Context: an optimization exercise on an open-source flow, tuned for small area, a short achievable clock period and few clock cycles. The choices shown serve that exercise and are no tape-out recipe. RTL that was checked went through simulation tests only; none was proved equivalent to the original. For runs 2 and 3, only the layout was checked, not whether the RTL still works.

File: design/flow/config.mk
export PLATFORM = sky130hd
export DESIGN_NAME = akdv_core
export DESIGN_NICKNAME = akdv_core
export VERILOG_FILES = /design/flow/design.v
export SDC_FILE = /design/flow/constraint.sdc
export NUM_CORES = 4
export LEC_CHECK = 0
export CAP_MARGIN = 20
export CORE_MARGIN = 2
export CORE_UTILIZATION = 40
export SLEW_MARGIN = 20
File: design/flow/constraint.sdc
create_clock -name core_clock -period 15.0 [get_ports {clk}]
set_input_delay 3.0000 -clock core_clock [delete_from_list [all_inputs] [get_ports {clk}]]
set_output_delay 3.0000 -clock core_clock [all_outputs]
set_load 0.01 [all_outputs]
File: design/flow/design.v
module akdv_core (
    input  wire        clk,
    input  wire        rst,           
    input  wire        cmd_valid,
    output wire        cmd_ready,
    input  wire [1:0]  cmd_op,        
    input  wire [8:0]  cmd_w,
    input  wire [8:0]  cmd_h,
    input  wire [3:0]  cmd_b,
    input  wire [7:0]  cmd_idx,
    output reg         rsp_valid,
    output reg  [3:0]  rsp_acc,
    input  wire        grid_valid,
    output wire        grid_ready,
    input  wire [23:0] grid_rgb,      
    input  wire        pix_valid,
    output wire        pix_ready,
    input  wire [23:0] pix_rgb,       
    output reg         out_valid,
    output reg  [7:0]  out_byte,
    input  wire        rx_valid,
    output wire        rx_ready,
    input  wire [7:0]  rx_byte,
    output reg         lum_valid,
    output reg         lum_bit,
    output reg  [8:0]  lum_pre,
    output reg  [8:0]  lum_post,
    output wire        fault,
    output reg  [1:0]  fault_code     
);
    localparam PH_IDLE  = 2'd0;
    localparam PH_GRID  = 2'd1;
    localparam PH_PIX   = 2'd2;
    localparam PH_FAULT = 2'd3;
    function [3:0] bump;
        input [3:0] a;
        input       inc;
        begin
            if (inc)
                bump = (a == 4'd15) ? 4'd15 : a + 4'd1;
            else
                bump = (a == 4'd0) ? 4'd0 : a - 4'd1;
        end
    endfunction
    reg  [1:0]  ph;
    reg         dec;
    reg         sess;          
    reg         f0;            
    reg  [8:0]  cfg_w;
    reg  [8:0]  cfg_h;
    reg  [3:0]  cfg_b;
    reg  [8:0]  gxe;           
    reg  [8:0]  gye;           
    reg  [5:0]  ksub;          
    reg  [8:0]  nacc;          
    reg  [8:0]  npix;          
    reg  [8:0]  rem;           
    reg  [8:0]  pf;            
    reg         cmd_rdy, grid_rdy, pix_rdy, rx_rdy;
    reg         fault_r;
    reg  [6:0]  ecnt;          
    reg         eflag;
    reg         ef0;           
    reg  [7:0]  cp;            
    reg  [8:0]  cpx;           
    reg  [3:0]  cbx;           
    reg  [3:0]  cby;           
    reg  [5:0]  ccell;         
    reg  [5:0]  crow;          
    assign cmd_ready  = cmd_rdy;
    assign grid_ready = grid_rdy;
    assign pix_ready  = pix_rdy;
    assign rx_ready   = rx_rdy;
    assign fault      = fault_r;
    wire        cmd_fire  = cmd_valid & cmd_rdy;
    wire        grid_fire = grid_valid & grid_rdy;
    wire        pix_fire  = pix_valid & pix_rdy;
    wire        rx_fire   = rx_valid & rx_rdy;
    wire        cmd_start = cmd_fire & ~cmd_op[1];
    wire        cmd_reset = cmd_fire & (cmd_op == 2'd3);
    wire        cmd_rd    = cmd_fire & (cmd_op == 2'd2);
    wire [7:0]  b2        = cfg_b * cfg_b;
    wire [8:0]  nacc_nx   = nacc + {1'b0, b2};
    wire        row_end_g = (gxe == cfg_w);
    wire        last_cell = row_end_g & (gye == cfg_h);
    wire [6:0]  rx_len    = rx_byte[6:0];
    wire        rx_zero   = (rx_len == 7'd0);
    wire        rx_over   = ({2'b00, rx_len} > rem);
    wire        rx_last   = ({2'b00, rx_len} == rem);
    reg  [1:0]  ph_n;
    always @(*) begin
        ph_n = ph;
        if (grid_fire & last_cell)
            ph_n = PH_PIX;
        if (pix_fire & (rem == 9'd1))
            ph_n = PH_GRID;
        if (rx_fire) begin
            if (rx_zero | rx_over)
                ph_n = PH_FAULT;
            else if (rx_last)
                ph_n = PH_GRID;
        end
        if (cmd_start)
            ph_n = PH_GRID;
        if (cmd_reset)
            ph_n = PH_IDLE;
    end
    wire [6:0]  ecnt_n    = (ph == PH_FAULT) ? 7'd0 :
                            rx_fire ? rx_len :
                            (ecnt != 7'd0) ? ecnt - 7'd1 : 7'd0;
    wire        iss_dec  = (ecnt != 7'd0) & ~fault_r;
    wire        iss      = pv1 | iss_dec;
    wire        cp_last  = ({1'b0, cp} + 9'd1 == npix);
    wire [5:0]  ksub_n    = grid_fire ? (last_cell ? 6'd0 : ksub + 6'd1) : ksub;
    wire        blk_last  = (cby == cfg_b - 4'd1);
    wire        wrap_now  = iss & cp_last;      
    wire        safe_n    = (ecnt_n <= 7'd2) |
                            (~wrap_now & ((ksub_n < crow) | (blk_last & (ksub_n < ccell))));
    always @(posedge clk) begin
        if (rst) begin
            ph       <= PH_IDLE;
            sess     <= 1'b0;
            f0       <= 1'b0;
            cmd_rdy  <= 1'b1;
            grid_rdy <= 1'b0;
            pix_rdy  <= 1'b0;
            rx_rdy   <= 1'b0;
            fault_r  <= 1'b0;
            ecnt     <= 7'd0;
        end else begin
            ph       <= ph_n;
            ecnt     <= ecnt_n;
            cmd_rdy  <= (ph_n != PH_PIX) & (ecnt_n == 7'd0) & ~pix_fire;
            grid_rdy <= (ph_n == PH_GRID) & safe_n;
            pix_rdy  <= (ph_n == PH_PIX) & ~dec;
            rx_rdy   <= (ph_n == PH_PIX) & dec & (ecnt_n <= 7'd1);
            fault_r  <= (ph_n == PH_FAULT);
            if (cmd_start) begin
                sess <= 1'b1;
                f0   <= 1'b1;
            end
            if (cmd_reset)
                sess <= 1'b0;
            if ((pix_fire & (rem == 9'd1)) | (rx_fire & rx_last))
                f0 <= 1'b0;
        end
    end
    always @(posedge clk) begin
        if (rx_fire)
            eflag <= rx_byte[7];
        if (rx_fire)
            fault_code <= rx_zero ? 2'd1 : 2'd2;
        if (cmd_start) begin
            dec   <= cmd_op[0];
            cfg_w <= cmd_w;
            cfg_h <= cmd_h;
            cfg_b <= cmd_b;
        end
        if (cmd_start) begin
            gxe  <= {5'd0, cmd_b};
            gye  <= {5'd0, cmd_b};
            nacc <= 9'd0;
        end else if (grid_fire) begin
            if (row_end_g) begin
                gxe <= {5'd0, cfg_b};
                gye <= last_cell ? {5'd0, cfg_b} : gye + {5'd0, cfg_b};
            end else begin
                gxe <= gxe + {5'd0, cfg_b};
            end
            nacc <= last_cell ? 9'd0 : nacc_nx;
        end
        if (cmd_start)
            ksub <= 6'd0;
        else
            ksub <= ksub_n;
        if (grid_fire & last_cell) begin
            npix <= nacc_nx;
            rem  <= nacc_nx;
        end else if (pix_fire) begin
            rem  <= rem - 9'd1;
        end else if (rx_fire) begin
            rem  <= rem - {2'b00, rx_len};
        end
        if (cmd_start | cmd_reset | (grid_fire & last_cell))
            pf <= 9'd0;
        else if (pix_fire)
            pf <= pf + 9'd1;
        else if (rx_fire & ~rx_zero & ~rx_over)
            pf <= pf + {2'b00, rx_len};
    end
    reg  [23:0] in_rgb;
    reg         gv1;           
    reg  [5:0]  k1;
    reg         pv1;           
    reg         tv1;           
    reg  [7:0]  idx1;
    always @(posedge clk) begin
        in_rgb <= grid_rdy ? grid_rgb : pix_rgb;
        k1     <= ksub;
        idx1   <= cmd_idx;
        if (rst) begin
            gv1 <= 1'b0;
            pv1 <= 1'b0;
            tv1 <= 1'b0;
        end else begin
            gv1 <= grid_fire;
            pv1 <= pix_fire;
            tv1 <= cmd_rd;
        end
    end
    wire        row_end  = (cpx + 9'd1 == cfg_w);
    wire        bx_last  = (cbx == cfg_b - 4'd1);
    wire [9:0]  sum1     = {2'b00, in_rgb[23:16]} + {2'b00, in_rgb[15:8]} + {2'b00, in_rgb[7:0]};
    wire        zero1    = ~sess | ({1'b0, idx1} >= npix) | (f0 & ({1'b0, idx1} >= pf));
    always @(posedge clk) begin
        if (cmd_start) begin
            ef0   <= 1'b1;
            cp    <= 8'd0;
            cpx   <= 9'd0;
            cbx   <= 4'd0;
            cby   <= 4'd0;
            ccell <= 6'd0;
            crow  <= 6'd0;
        end else if (iss) begin
            if (cp_last) begin
                ef0   <= 1'b0;
                cp    <= 8'd0;
                cpx   <= 9'd0;
                cbx   <= 4'd0;
                cby   <= 4'd0;
                ccell <= 6'd0;
                crow  <= 6'd0;
            end else begin
                cp <= cp + 8'd1;
                if (row_end) begin
                    cpx <= 9'd0;
                    cbx <= 4'd0;
                    if (blk_last) begin
                        cby   <= 4'd0;
                        ccell <= ccell + 6'd1;
                        crow  <= ccell + 6'd1;
                    end else begin
                        cby   <= cby + 4'd1;
                        ccell <= crow;
                    end
                end else begin
                    cpx <= cpx + 9'd1;
                    if (bx_last) begin
                        cbx   <= 4'd0;
                        ccell <= ccell + 6'd1;
                    end else begin
                        cbx   <= cbx + 4'd1;
                    end
                end
            end
        end
    end
    reg  [9:0]  sum2;
    reg         gv2;
    reg  [5:0]  k2;
    reg         xv2;           
    reg         dv2;           
    reg         tk2;           
    reg  [7:0]  p2;
    reg  [5:0]  cell2;
    reg         last2;
    reg         fz2;
    reg         fl2;
    always @(posedge clk) begin
        sum2  <= sum1;
        k2    <= k1;
        p2    <= tv1 ? idx1 : cp;
        cell2 <= ccell;
        last2 <= cp_last;
        fz2   <= tv1 ? zero1 : ef0;
        fl2   <= eflag;
        dv2   <= iss_dec;
        tk2   <= tv1;
        if (rst) begin
            gv2 <= 1'b0;
            xv2 <= 1'b0;
        end else begin
            gv2 <= gv1;
            xv2 <= iss | tv1;
        end
    end
    wire [19:0] lum_prod = sum2 * 10'd683;
    wire [7:0]  lum2     = lum_prod[18:11];         
    reg  [511:0] grid;         
    genvar gi;
    generate
        for (gi = 0; gi < 64; gi = gi + 1) begin : g_grid
            always @(posedge clk)
                if (gv2 & (k2 == gi))
                    grid[gi*8 +: 8] <= lum2;
        end
    endgenerate
    wire [7:0]  glum2 = grid[cell2*8 +: 8];
    reg  [7:0]  lum3;
    reg  [7:0]  glum3;
    reg         xv3, dv3, tk3, last3, fz3, fl3;
    reg  [7:0]  p3;
    always @(posedge clk) begin
        lum3  <= lum2;
        glum3 <= glum2;
        dv3   <= dv2;
        tk3   <= tk2;
        last3 <= last2;
        fz3   <= fz2;
        fl3   <= fl2;
        p3    <= p2;
        if (rst)
            xv3 <= 1'b0;
        else
            xv3 <= xv2;
    end
    reg  [1023:0] acc;         
    wire [9:0]  d3    = {2'b00, lum3} - {2'b00, glum3};
    wire [4:0]  thr3  = d3[9] ? 5'd0 : ({1'b0, d3[7:4]} + {4'd0, |d3[3:0]});
    wire [3:0]  araw3 = acc[p3*4 +: 4];
    reg  [4:0]  thr4;
    reg  [3:0]  a4;
    reg  [7:0]  glum4;
    reg         xv4, dv4, tk4, last4, fl4;
    reg  [7:0]  p4;
    always @(posedge clk) begin
        thr4  <= thr3;
        a4    <= fz3 ? 4'd0 : araw3;
        glum4 <= glum3;
        dv4   <= dv3;
        tk4   <= tk3;
        last4 <= last3;
        fl4   <= fl3;
        p4    <= p3;
        if (rst)
            xv4 <= 1'b0;
        else
            xv4 <= xv3;
    end
    wire        ebit4 = ({1'b0, a4} < thr4);
    wire        bit4  = dv4 ? fl4 : ebit4;
    wire [3:0]  a2_4  = bump(a4, bit4);
    wire        wr4   = xv4 & ~tk4;
    wire        en4   = xv4 & ~tk4 & ~dv4;
    genvar ai;
    generate
        for (ai = 0; ai < 256; ai = ai + 1) begin : g_acc
            always @(posedge clk)
                if (wr4 & (p4 == ai))
                    acc[ai*4 +: 4] <= a2_4;
        end
    endgenerate
    reg         run_flag;
    reg  [6:0]  run_len;
    reg         fl_v;
    reg  [7:0]  fl_byte;
    reg         pk_emit;
    reg  [7:0]  pk_byte;
    reg         pk_flag;
    reg  [6:0]  pk_len;
    always @(*) begin
        pk_emit = 1'b0;
        pk_byte = {run_flag, run_len};
        pk_flag = ebit4;
        pk_len  = 7'd1;
        if (run_len != 7'd0) begin
            if (ebit4 == run_flag)
                pk_len = run_len + 7'd1;
            else
                pk_emit = 1'b1;
        end
        if (pk_len == 7'd127) begin
            pk_emit = 1'b1;
            pk_byte = {pk_flag, 7'd127};
            pk_len  = 7'd0;
        end
    end
    always @(posedge clk) begin
        lum_bit  <= fl4;
        lum_pre  <= {1'b0, glum4} + {1'b0, a4, 4'b0000};
        lum_post <= {1'b0, glum4} + {1'b0, a2_4, 4'b0000};
        rsp_acc  <= a4;
        if (en4) begin
            run_flag <= pk_flag;
            fl_byte  <= {pk_flag, pk_len};
        end
        out_byte <= fl_v ? fl_byte : pk_byte;
        if (rst) begin
            run_len   <= 7'd0;
            fl_v      <= 1'b0;
            out_valid <= 1'b0;
            lum_valid <= 1'b0;
            rsp_valid <= 1'b0;
        end else begin
            if (en4)
                run_len <= last4 ? 7'd0 : pk_len;
            fl_v      <= en4 & last4 & (pk_len != 7'd0);
            out_valid <= fl_v | (en4 & pk_emit);
            lum_valid <= xv4 & dv4;
            rsp_valid <= xv4 & tk4;
        end
    end
endmodule
File: design/flow/run.sh
#!/bin/bash
# synth_recipe.tcl (not shown) runs the flow's synth.tcl, then flattens the netlist and writes it again
# the make line also repeats each setting of config.mk as NAME=value (left out here)
make -C /OpenROAD-flow-scripts/flow DESIGN_CONFIG=/design/flow/config.mk WORK_HOME=/design/flow/orfs CLKGATE_MAP_FILE= SYNTH_SCRIPT=/design/flow/synth_recipe.tcl finish
==> metrics.cfg, run 1 <==
[status]
status = no timing/DRC/antenna violations

[critical_path]
crit_required_ns = 15.49
cp_max_fo = 103
r2r_start = a4[1]$_SDFF_PP0_
endpoint_kind = flop
rr_endpoint = acc[541]$_DFFE_PP_
rr_worst_depth = 11
arrival_ns = 6.29
r2r_slack_ns = 9.19
critPathLaunch = a4[1]$_SDFF_PP0_
crit_path_start_kind = flop
crit_end = acc[541]$_DFFE_PP_
worstSetupPathType = flop to flop

[synthesis]
synthArstFlopShare_pct = 0
yosys.area.top_type = edfxtp_1
yosysMostFrequentCell = edfxtp_1
synthesis.area_sq_mm = 0.07610
yosys_warnings = 1
synth_area_leaders = edfxtp_1 (63%), mux4_2 (14%), dfxtp_1 (6.9%), ha_1 (2.7%), nor2_1 (2.3%)
ys.flop_type = edfxtp_1
synth_cells = 4321
ys_ff_latch = 1860
avgSynthCellArea_sq_um = 17.61
synth_edf_count = 1596
syn_nets = 4617
synth_commonest_cells = edfxtp_1 (1596), nor2_1 (463), mux4_2 (457), dfxtp_1 (264), ha_1 (163)
netlist.area_leader.share_pct = 62.97
yosysUniqueCellTypes = 77
ys_seq_area_share_pct = 69.92

[floorplanning]
ioPinCount = 135
die_y_microns = 440.2
start_util_pct = 40.14
rows = 160
coreArea_sq_mm = 0.1896
die_width_microns = 440.2
dieArea_sq_mm = 0.1938

[global_route]
first_global_vias = 39960
grt_max_degree = 104
grt-ovfl-total = 0
grt_use_total_pct = 17.88
grt_pass1_wl_microns = 260000
antenna_found_initial = 5

[placed_design]
place_hpwl_microns = 111800
routabilityCongestion = 0.7935
portBuffers = 134

[sta]
relSlewSlack_pct = 26.49
fin_crit_ns = 5.807
max_freq_mhz = 172.2
setup_violations = 0
fin_tns_setup_ns = 0
skew_ns = 0.03660
rsz0062_at_grt = false
holdWs_ns = 0.3206
finalHoldViolCount = 0
worst_pin_slew_ns = 1.103
fin_crit_sh_pct = 38.71
slew_viol_final = 0

[cells_and_area]
areaGrowthSynthToFinish_pct = 13.80
diodes = 0
fin_nets = 4790
fillers = 16070
multi_input_comb_area_sq_mm = 0.02166
regArea_sq_mm = 0.05323
drive_gt1_share_pct = 18.87

[clock_network]
cts-root-buf = clkbuf_16
cts_tree = built
cts_resized = 0
numCtsBuffers = 190
clk_latency_ns = 0.84
clk_pin_slew_ns = 0.06
postCtsHoldBufs = 0
clockBufferDepth = 3
cts_sinks = 1860
postCtsSetupBuffers = 0
cts_max_level = 4

[detailed_routing]
routed_wl_microns = 172200
antenna_left = 0
drc_errors = 0
wl_per_cell_microns = 24.03
vias = 38570
firstDrtPassIters = 5
routed_via_density = 5.380
drt-initial-drc-count = 3327

[min_path]
hp-class = flop to flop

[job]
cap_viol_max_count = 0

-- worst max-delay path: stages, from the launching register on --
cell and delay (ns):
dfxtp_1 0.87, ha_1 0.37, a21o_1 0.15, a21o_1 0.16, a21oi_1 0.58, o31ai_1 0.25
buf_4 0.24, o211ai_1 0.09, o21ai_0 0.17, nand2_4 0.63, buf_4 0.93, buf_4 0.79
-- per-layer routing --
layer / wire length, microns / up-vias / part of all wire [%] / track usage [%]
met5: 23 / - / 0.013 / 0
met4: 3977 / 4 / 2.3 / 4.993
met3: 9344 / 231 / 5.4 / 2.942
met2: 85870 / 1062 / 50 / 30.15
met1: 73040 / 19980 / 42 / 23.95
li1: - / 17290 / - / -
-- cells by family after synthesis --
kind of cell / count (synthesis) / synth area share (%)
AOI/OAI and AO/OA: 352 / 3.015
adders and majority gates: 202 / 3.706
and+or+nand+nor: 864 / 5.090
DFF: 1860 / 69.92
muxes: 557 / 14.90
buffers and inverters: 352 / 1.825
xor gates and xnor gates: 134 / 1.542
-- flip-flops by register name, summed over array words and instances (netlist names), 10 cells and up --
| register | cells |
|---|---|
| in_rgb | 24 |
| sum2 | 10 |
| grid | 512 |
| acc | 1024 |
-- through the flow --
| stage | instances | setup WS (ns) | util (%) | instance area, sq um |
|---|---|---|---|---|
| finish | 7168 | 9.193 | 45.68 | 86610 |
| global route | 7168 | 8.832 | 45.68 | 86610 |
| CTS | 7167 | 8.816 | 45.67 | 86580 |
| detailed placement | 6812 | 8.863 | 42.38 | 80340 |
| global placement | 6812 | 8.892 | 42.38 | 80340 |
| floorplan | 4321 | 1.280 | - | 76100 |
-- worst min path at each step --
stage | start | end | depth (start not counted)
final | p2[0]$_DFF_P_ | p3[0]$_DFF_P_ | 0
after floorplan | dv2$_DFF_P_ | dv3$_DFF_P_ | 0
after global routing | fl4$_DFF_P_ | lum_bit$_DFF_P_ | 0
after CTS | p2[3]$_DFF_P_ | p3[3]$_DFF_P_ | 0
after global placement | last2$_DFF_P_ | last3$_DFF_P_ | 0
after detailed placement | p2[3]$_DFF_P_ | p3[3]$_DFF_P_ | 0
-- placed cells by master, fill, tap and decap left out, types with 10 or more instances in the layout --
master           count
nand3_1             56
a21o_1              23
edfxtp_1          1596
mux2i_1             61
clkbuf_16          193
dfxtp_1            257
o22ai_1             28
nor2_1             463
nor2b_1             37
clkdlybuf4s50_1    134
nand2b_1            23
mux4_2             457
and3_1              12
clkinv_2            32
ha_1               163
o31ai_1             10
clkbuf_8            14
a21oi_1             82
fa_1                39
buf_4               54
nand2_1            127
xnor2_1             65
nand4_1             20
or3_1               14
nor3_1              36
o21ai_0             81
clkinv_1            25
a221oi_1            24
inv_1              140
and2_1              13
mux2_2              39
xor2_1              62
bufinv_16           14
clkbuf_1            51
-- layout make-up --
cell class / instances / area share (%)
multi-input combinational: 2109 / 25.01
inverter: 143 / 0.6313
timing repair buffer: 190 / 2.062
clock inverter: 97 / 1.183
sequential: 1860 / 61.47
clock buffer: 258 / 6.020
tap: 2511 / 3.628
Testbench counts, summed over its fixed seeds: cycles 65,873.
==> run 2: changes to the inputs <==
--- a/design/flow/design.v
+++ b/design/flow/design.v
@@ -286,46 +286,54 @@
     end
     wire [19:0] lum_prod = sum2 * 10'd683;
     wire [7:0]  lum2     = lum_prod[18:11];         
-    reg  [511:0] grid;         
-    genvar gi;
-    generate
-        for (gi = 0; gi < 64; gi = gi + 1) begin : g_grid
-            always @(posedge clk)
-                if (gv2 & (k2 == gi))
-                    grid[gi*8 +: 8] <= lum2;
-        end
-    endgenerate
-    wire [7:0]  glum2 = grid[cell2*8 +: 8];
     reg  [7:0]  lum3;
-    reg  [7:0]  glum3;
+    reg         gv3;
+    reg  [5:0]  k3;
     reg         xv3, dv3, tk3, last3, fz3, fl3;
     reg  [7:0]  p3;
+    reg  [5:0]  cell3;
     always @(posedge clk) begin
         lum3  <= lum2;
-        glum3 <= glum2;
+        k3    <= k2;
+        cell3 <= cell2;
         dv3   <= dv2;
         tk3   <= tk2;
         last3 <= last2;
         fz3   <= fz2;
         fl3   <= fl2;
         p3    <= p2;
-        if (rst)
+        if (rst) begin
+            gv3 <= 1'b0;
             xv3 <= 1'b0;
-        else
+        end else begin
+            gv3 <= gv2;
             xv3 <= xv2;
+        end
     end
+    reg  [511:0] grid;         
+    genvar gi;
+    generate
+        for (gi = 0; gi < 64; gi = gi + 1) begin : g_grid
+            always @(posedge clk)
+                if (gv3 & (k3 == gi))
+                    grid[gi*8 +: 8] <= lum3;
+        end
+    endgenerate
     reg  [1023:0] acc;         
-    wire [9:0]  d3    = {2'b00, lum3} - {2'b00, glum3};
-    wire [4:0]  thr3  = d3[9] ? 5'd0 : ({1'b0, d3[7:4]} + {4'd0, |d3[3:0]});
+    reg  [3:0]  a2_5;
+    reg  [7:0]  p5;
+    reg         wr5;
+    wire [7:0]  glum3 = grid[cell3*8 +: 8];
     wire [3:0]  araw3 = acc[p3*4 +: 4];
-    reg  [4:0]  thr4;
+    wire [3:0]  ard3  = (wr5 & (p5 == p3)) ? a2_5 : araw3;
+    reg  [7:0]  lum4;
     reg  [3:0]  a4;
     reg  [7:0]  glum4;
     reg         xv4, dv4, tk4, last4, fl4;
     reg  [7:0]  p4;
     always @(posedge clk) begin
-        thr4  <= thr3;
-        a4    <= fz3 ? 4'd0 : araw3;
+        lum4  <= lum3;
+        a4    <= fz3 ? 4'd0 : ard3;
         glum4 <= glum3;
         dv4   <= dv3;
         tk4   <= tk3;
@@ -337,17 +345,25 @@
         else
             xv4 <= xv3;
     end
-    wire        ebit4 = ({1'b0, a4} < thr4);
+    wire [8:0]  biased4 = {1'b0, glum4} + {1'b0, a4, 4'b0000};
+    wire        ebit4 = (biased4 < {1'b0, lum4});
     wire        bit4  = dv4 ? fl4 : ebit4;
     wire [3:0]  a2_4  = bump(a4, bit4);
-    wire        wr4   = xv4 & ~tk4;
     wire        en4   = xv4 & ~tk4 & ~dv4;
+    always @(posedge clk) begin
+        a2_5 <= a2_4;
+        p5   <= p4;
+        if (rst)
+            wr5 <= 1'b0;
+        else
+            wr5 <= xv4 & ~tk4;
+    end
     genvar ai;
     generate
         for (ai = 0; ai < 256; ai = ai + 1) begin : g_acc
             always @(posedge clk)
-                if (wr4 & (p4 == ai))
-                    acc[ai*4 +: 4] <= a2_4;
+                if (wr5 & (p5 == ai))
+                    acc[ai*4 +: 4] <= a2_5;
         end
     endgenerate
     reg         run_flag;
@@ -377,7 +393,7 @@
     end
     always @(posedge clk) begin
         lum_bit  <= fl4;
-        lum_pre  <= {1'b0, glum4} + {1'b0, a4, 4'b0000};
+        lum_pre  <= biased4;
         lum_post <= {1'b0, glum4} + {1'b0, a2_4, 4'b0000};
         rsp_acc  <= a4;
         if (en4) begin
--- a/design/flow/config.mk
+++ b/design/flow/config.mk
@@ -5,7 +5,8 @@
 export SDC_FILE = /design/flow/constraint.sdc
 export NUM_CORES = 4
 export LEC_CHECK = 0
-export CAP_MARGIN = 20
+export ABC_CLOCK_PERIOD_IN_PS = 4000
+export CAP_MARGIN = 60
 export CORE_MARGIN = 2
 export CORE_UTILIZATION = 40
-export SLEW_MARGIN = 20
+export SLEW_MARGIN = 60
==> run 2 against run 1 <==
  * Highest routed layer is now met4
  * Register-to-register slack better by 1.2 ns
  * Still clean
  * Core utilization grew 0.82 points
  * First-iteration DRC count is 2.0% higher
  * Largest cell class unchanged
  * Worst hold slack better by 0.0022 ns
  * Non-clock buffer count increased by 44
  * Critical endpoint is now pf[8]$_SDFFE_PP0P_
  * Cell area is 2.0% higher
  * Critical path type is now primary input to flop
==> metrics.cfg, run 2 <==
[cells_and_area]
areaGrowthSynthToFinish_pct = 15.72
fin_nets = 4838
largest_reg_flops = 1024
final_area_sq_mm = 0.08834
utilization_pct = 46.50
regMostFlops = acc
reg.largest.list = acc (1024), grid (512), in_rgb (24)
layout_common_cells = edfxtp_1 (1596), mux4_2 (458), nor2_1 (395)
layout_commonest_cell = edfxtp_1
drive_gt1_share_pct = 22.21

[global_route]
grt_use_total_pct = 17.80
first_global_vias = 40650
grt_max_degree = 94
grt-ovfl-total = 0
grt_pass1_wl_microns = 260800
antenna_found_initial = 4

[job]
cap_viol_max_count = 0

[synthesis]
yosys_warnings = 1
avgSynthCellArea_sq_um = 17.62
yosys.area.top_type = edfxtp_1
ys_ff_latch = 1881
synth_cells = 4332
ys_seq_area_share_pct = 70.25
synth_area_leaders = edfxtp_1 (63%), mux4_2 (14%), dfxtp_1 (7.5%), ha_1 (2.6%), nor2_1 (2.3%)
synth_edf_count = 1596
synth_commonest_cells = edfxtp_1 (1596), nor2_1 (463), mux4_2 (458), dfxtp_1 (285), inv_1 (159)
synthArstFlopShare_pct = 0
yosysUniqueCellTypes = 75
syn_nets = 4621
netlist.area_leader.share_pct = 62.78
yosysMostFrequentCell = edfxtp_1
ys.flop_type = edfxtp_1
synthesis.area_sq_mm = 0.07634

[placed_design]
postPlaceCellArea_sq_mm = 0.08188
portBuffers = 134
place_hpwl_microns = 113900
post-place-ws_ns = 8.675
routabilityCongestion = 0.8076

[sta]
finalHoldViolCount = 0
fin_tns_setup_ns = 0
worst_pin_slew_ns = 0.5962
setup_slack_ns = 9.489
fin_crit_ns = 5.511
holdWs_ns = 0.3228
relSlewSlack_pct = 60.13
setup_violations = 0
max_freq_mhz = 181.5
fin_crit_sh_pct = 36.74
rsz0062_at_grt = false
slew_viol_final = 0
skew_ns = 0.06118

[detailed_routing]
vias = 39000
routed_via_density = 5.395
wl_per_cell_microns = 23.72
drc_errors = 0
drt-initial-drc-count = 3394
antenna_left = 0
routed_wl_microns = 171500
firstDrtPassIters = 5

[min_path]
min_to = cell3[2]$_DFF_P_
hp-class = flop to flop
min_path_cells = 0
hp-start = cell2[2]$_DFF_P_

[clock_network]
clk_latency_ns = 0.85
postCtsSetupBuffers = 0
cts_max_level = 4
numCtsBuffers = 192
postCtsHoldBufs = 0
cts_resized = 0
cts_sinks = 1881
cts-root-buf = clkbuf_16
clockBufferDepth = 3
cts_tree = built
clk_pin_slew_ns = 0.06

[critical_path]
cp_max_fo = 21
rr_worst_depth = 17
arrival_ns = 6.24
crit_required_ns = 15.73
rr_endpoint = lum3[5]$_DFF_P_
r2r_slack_ns = 10.35
r2r_start = sum2[8]$_DFF_P_
worstSetupPathType = primary input to flop
endpoint_kind = flop
crit_path_start_kind = primary input

[floorplanning]
die_width_microns = 440.9
start_util_pct = 40.18
coreArea_sq_mm = 0.1900
die_y_microns = 440.9
dieArea_sq_mm = 0.1944
ioPinCount = 135
rows = 160

[status]
status = no timing/DRC/antenna violations

run 2: cell types whose count changed in the layout (fill, tap and decap cells not counted), moves of 17 or more:
cell / before / now
inv_1: 140 / 159
nor2_4: 0 / 24
buf_4: 54 / 28
mux2i_1: 61 / 12
buf_12: 0 / 19
nor2_1: 463 / 395
o21ai_0: 81 / 53
nor2_2: 1 / 44
xnor2_1: 65 / 86
a22oi_1: 8 / 51
a21oi_1: 82 / 101
buf_16: 1 / 18
run 2: how the worst max path moves through the flow:
stage	start	end	depth (start not counted)
after floorplan	grid_valid	grid_rdy$_SDFF_PP0_	16
after global placement	pix_valid	pf[8]$_SDFFE_PP0P_	14
after detailed placement	pix_valid	pf[8]$_SDFFE_PP0P_	14
after CTS	pix_valid	pf[8]$_SDFFE_PP0P_	14
after global routing	pix_valid	pf[8]$_SDFFE_PP0P_	14
final	pix_valid	pf[8]$_SDFFE_PP0P_	14
run 2: cells by family after synthesis:
family | Yosys count | synth area share [%]
xor+xnor | 142 | 1.629
simple gates | 855 | 5.032
buf+inv | 370 | 1.926
compound gates | 379 | 3.324
flops | 1881 | 70.25
fa+ha+maj | 195 | 3.580
mux | 510 | 14.26
run 2: per-stage QoR:
stage	std cells
detailed placement	6862
floorplan	4332
CTS	7225
finish	7230
global placement	6812
global route	7230
run 2: cell type report:
| type | count | area (sq um) |
|---|---|---|
| tap | 2511 | 3142 |
| fill | 15830 | 101600 |
| inverter | 159 | 596.8 |
| multi-input combinational | 2081 | 21810 |
| clock buffer | 253 | 5210 |
| antenna | 1 | 2.502 |
| timing repair buffer | 234 | 2755 |
| clock inverter | 110 | 1137 |
| sequential | 1881 | 53690 |
run 2: per-layer routing:
layer	wire, microns	vias up	global-route usage, %	part of all wire [%]
li1	-	17430	-	-
met1	76560	20330	25.23	45
met2	82710	1050	28.77	48
met3	9312	200	2.933	5.4
met4	2932	0	4.332	1.7
met5	0	-	0	0
run 2: critical path: stages:
cell and delay (ns):
clkdlybuf4s50_1 0.67, nand2_2 0.33, nand2b_1 0.17, ha_1 0.18, inv_1 0.07, fa_1 0.42, nor2b_1 0.12, o21ai_0 0.11
a21boi_0 0.24, o21ai_0 0.12, a21boi_0 0.22, o21ai_0 0.12, or3_1 0.32, a21oi_1 0.15
==> run 3: changes to the inputs <==
--- a/design/flow/config.mk
+++ b/design/flow/config.mk
@@ -5,7 +5,6 @@
 export SDC_FILE = /design/flow/constraint.sdc
 export NUM_CORES = 4
 export LEC_CHECK = 0
-export ABC_CLOCK_PERIOD_IN_PS = 4000
 export CAP_MARGIN = 60
 export CORE_MARGIN = 2
 export CORE_UTILIZATION = 40
==> run 3 against run 2 <==
  * Still clean
  * Core utilization unchanged
  * Die area stayed put
  * Register-to-register slack is essentially flat
  * Global-route usage did not move
  * Sequential share of layout area unchanged
  * Area after synthesis is the same
  * First-iteration DRC count did not move
  * Sequential cell count is the same
  * Critical path depth is the same
  * Worst setup slack unchanged
  * Critical path type unchanged
  * Critical endpoint unchanged
  * Largest cell class unchanged
==> metrics.cfg, run 3 <==
[status]
status = no timing/DRC/antenna violations

[clock_network]
clk_latency_ns = 0.85
cts_tree = built
postCtsSetupBuffers = 0
numCtsBuffers = 192
clk_pin_slew_ns = 0.06
postCtsHoldBufs = 0
cts_sinks = 1881
clockBufferDepth = 3
cts-root-buf = clkbuf_16
cts_resized = 0
cts_max_level = 4

[detailed_routing]
vias = 39000
drt-initial-drc-count = 3394
firstDrtPassIters = 5
drc_errors = 0
antenna_left = 0
routed_via_density = 5.395
routed_wl_microns = 171500
wl_per_cell_microns = 23.72

[synthesis]
avgSynthCellArea_sq_um = 17.62
ys_ff_latch = 1881
yosysUniqueCellTypes = 75
ys_seq_area_share_pct = 70.25
synthArstFlopShare_pct = 0
synth_cells = 4332
synth_edf_count = 1596
netlist.area_leader.share_pct = 62.78
yosysMostFrequentCell = edfxtp_1
synth_area_leaders = edfxtp_1 (63%), mux4_2 (14%), dfxtp_1 (7.5%), ha_1 (2.6%), nor2_1 (2.3%)
ys.flop_type = edfxtp_1
yosys_warnings = 1
yosys.area.top_type = edfxtp_1
synth_commonest_cells = edfxtp_1 (1596), nor2_1 (463), mux4_2 (458), dfxtp_1 (285), inv_1 (159)
synthesis.area_sq_mm = 0.07634
syn_nets = 4621

[global_route]
first_global_vias = 40650
antenna_found_initial = 4
grt_max_degree = 94
grt_use_total_pct = 17.80
grt-ovfl-total = 0
grt_pass1_wl_microns = 260800

[sta]
max_freq_mhz = 181.5
slew_viol_final = 0
relSlewSlack_pct = 60.13
finalHoldViolCount = 0
fin_crit_ns = 5.511
setup_violations = 0
rsz0062_at_grt = false
fin_tns_setup_ns = 0
fin_crit_sh_pct = 36.74
skew_ns = 0.06118
worst_pin_slew_ns = 0.5962

[floorplanning]
rows = 160
die_width_microns = 440.9
ioPinCount = 135
start_util_pct = 40.18
coreArea_sq_mm = 0.1900
dieArea_sq_mm = 0.1944
die_y_microns = 440.9

[cells_and_area]
reg.largest.list = acc (1024), grid (512), in_rgb (24)
largest_reg_flops = 1024
layout_commonest_cell = edfxtp_1
fin_nets = 4838
areaGrowthSynthToFinish_pct = 15.72
regMostFlops = acc
drive_gt1_share_pct = 22.21
final_area_sq_mm = 0.08834
layout_common_cells = edfxtp_1 (1596), mux4_2 (458), nor2_1 (395)

[critical_path]
endpoint_kind = flop
path_cells = clkdlybuf4s50_1 -> nand2_2 -> nand2b_1 -> ha_1 -> inv_1 -> fa_1 -> nor2b_1 -> o21ai_0 -> a21boi_0 -> o21ai_0 -> a21boi_0 -> o21ai_0 -> or3_1 -> a21oi_1
crit_family = compound AO/OA/AOI/OAI gates
crit_required_ns = 15.73
slowest_stage = clkdlybuf4s50_1
cpPeakStageDelay_ns = 0.67
cp_common_cell = o21ai_0
crit_buf_inv = 2
crit_path_start_kind = primary input
arrival_ns = 6.24
cp_max_fo = 21
worstSetupPathType = primary input to flop

[job]
cap_viol_max_count = 0

[placed_design]
place_hpwl_microns = 113900
routabilityCongestion = 0.8076
portBuffers = 134
postPlaceCellArea_sq_mm = 0.08188

[min_path]
hp-class = flop to flop

-- run 3: cell counts after synthesis --
No cell type changed its count.
-- run 3: cell type report --
class | instances | area, sq um
fill | 15830 | 101600
sequential | 1881 | 53690
multi-input combinational | 2081 | 21810
clock buffer | 253 | 5210
tap | 2511 | 3142
timing repair buffer | 234 | 2755
clock inverter | 110 | 1137
inverter | 159 | 596.8
antenna | 1 | 2.502
-- run 3: routing by layer --
metal / wire length (microns) / vias to the layer above / part of all wire, % / GRT usage, %
met5: 0 / - / 0 / 0
met4: 2932 / 0 / 1.7 / 4.332
met3: 9312 / 200 / 5.4 / 2.933
met2: 82710 / 1050 / 48 / 28.77
met1: 76560 / 20330 / 45 / 25.23
li1: - / 17430 / - / -
-- run 3: path summary, 6_finish.rpt --
check | from | end | slack, ns | depth (start not counted)
worst max-delay path | pix_valid | pf[8]$_SDFFE_PP0P_ | 9.49 | 14
worst min-delay path | cell2[2]$_DFF_P_ | cell3[2]$_DFF_P_ | 0.32 | 0
worst max register to register | sum2[8]$_DFF_P_ | lum3[5]$_DFF_P_ | 10.35 | 17
worst min register to register | cell2[2]$_DFF_P_ | cell3[2]$_DFF_P_ | 0.32 | 0
-- run 3: stage by stage --
stage	instances	setup WS [ns]	hold WS, ns	util [%]
final	7230	9.489	0.3228	46.50
after CTS	7225	9.542	0.3224	46.44
after global placement	6812	8.409	0.3099	42.34
after global routing	7230	9.085	0.3263	46.50
after detailed placement	6862	8.675	0.3120	43.10
after floorplan	4332	8.877	0.3096	-
-- run 3: cell families after synthesis --
kind of cell	count (synthesis)	share of synthesized area, %
compound gates	379	3.324
xor+xnor	142	1.629
fa+ha+maj	195	3.580
buf+inv	370	1.926
flops	1881	70.25
mux	510	14.26
simple gates	855	5.032

re-timing with driven ports:
The flow's constraints put no driver on any port. The routed layouts listed below were extracted and timed again, unchanged, in two steps.
Step 1: set_driving_cell puts a clkbuf_16 on clk and a buf_2 on each other input, an assumption about the parent block.
Step 2, shift: input delay + t, output delay - t, t = (earliest + latest rising clock arrival at the registers) / 2. This alone moves slack from input paths to output paths.
Three values: ideal, step 1, step 2; two values: the first two.
run	t, ns	setup slack, ns	worst setup path at the end	worst data-port slew with drivers (ns)	cell pins on the clock port's net
run 1	0.903	9.193 / 9.193 / 8.829	input to register	0.10	1
run 2	0.899	9.489 / 9.510 / 8.611	input to register	0.06	1
run 3	0.899	9.489 / 9.510 / 8.611	input to register	0.06	1
After both steps every run listed still meets setup and hold.
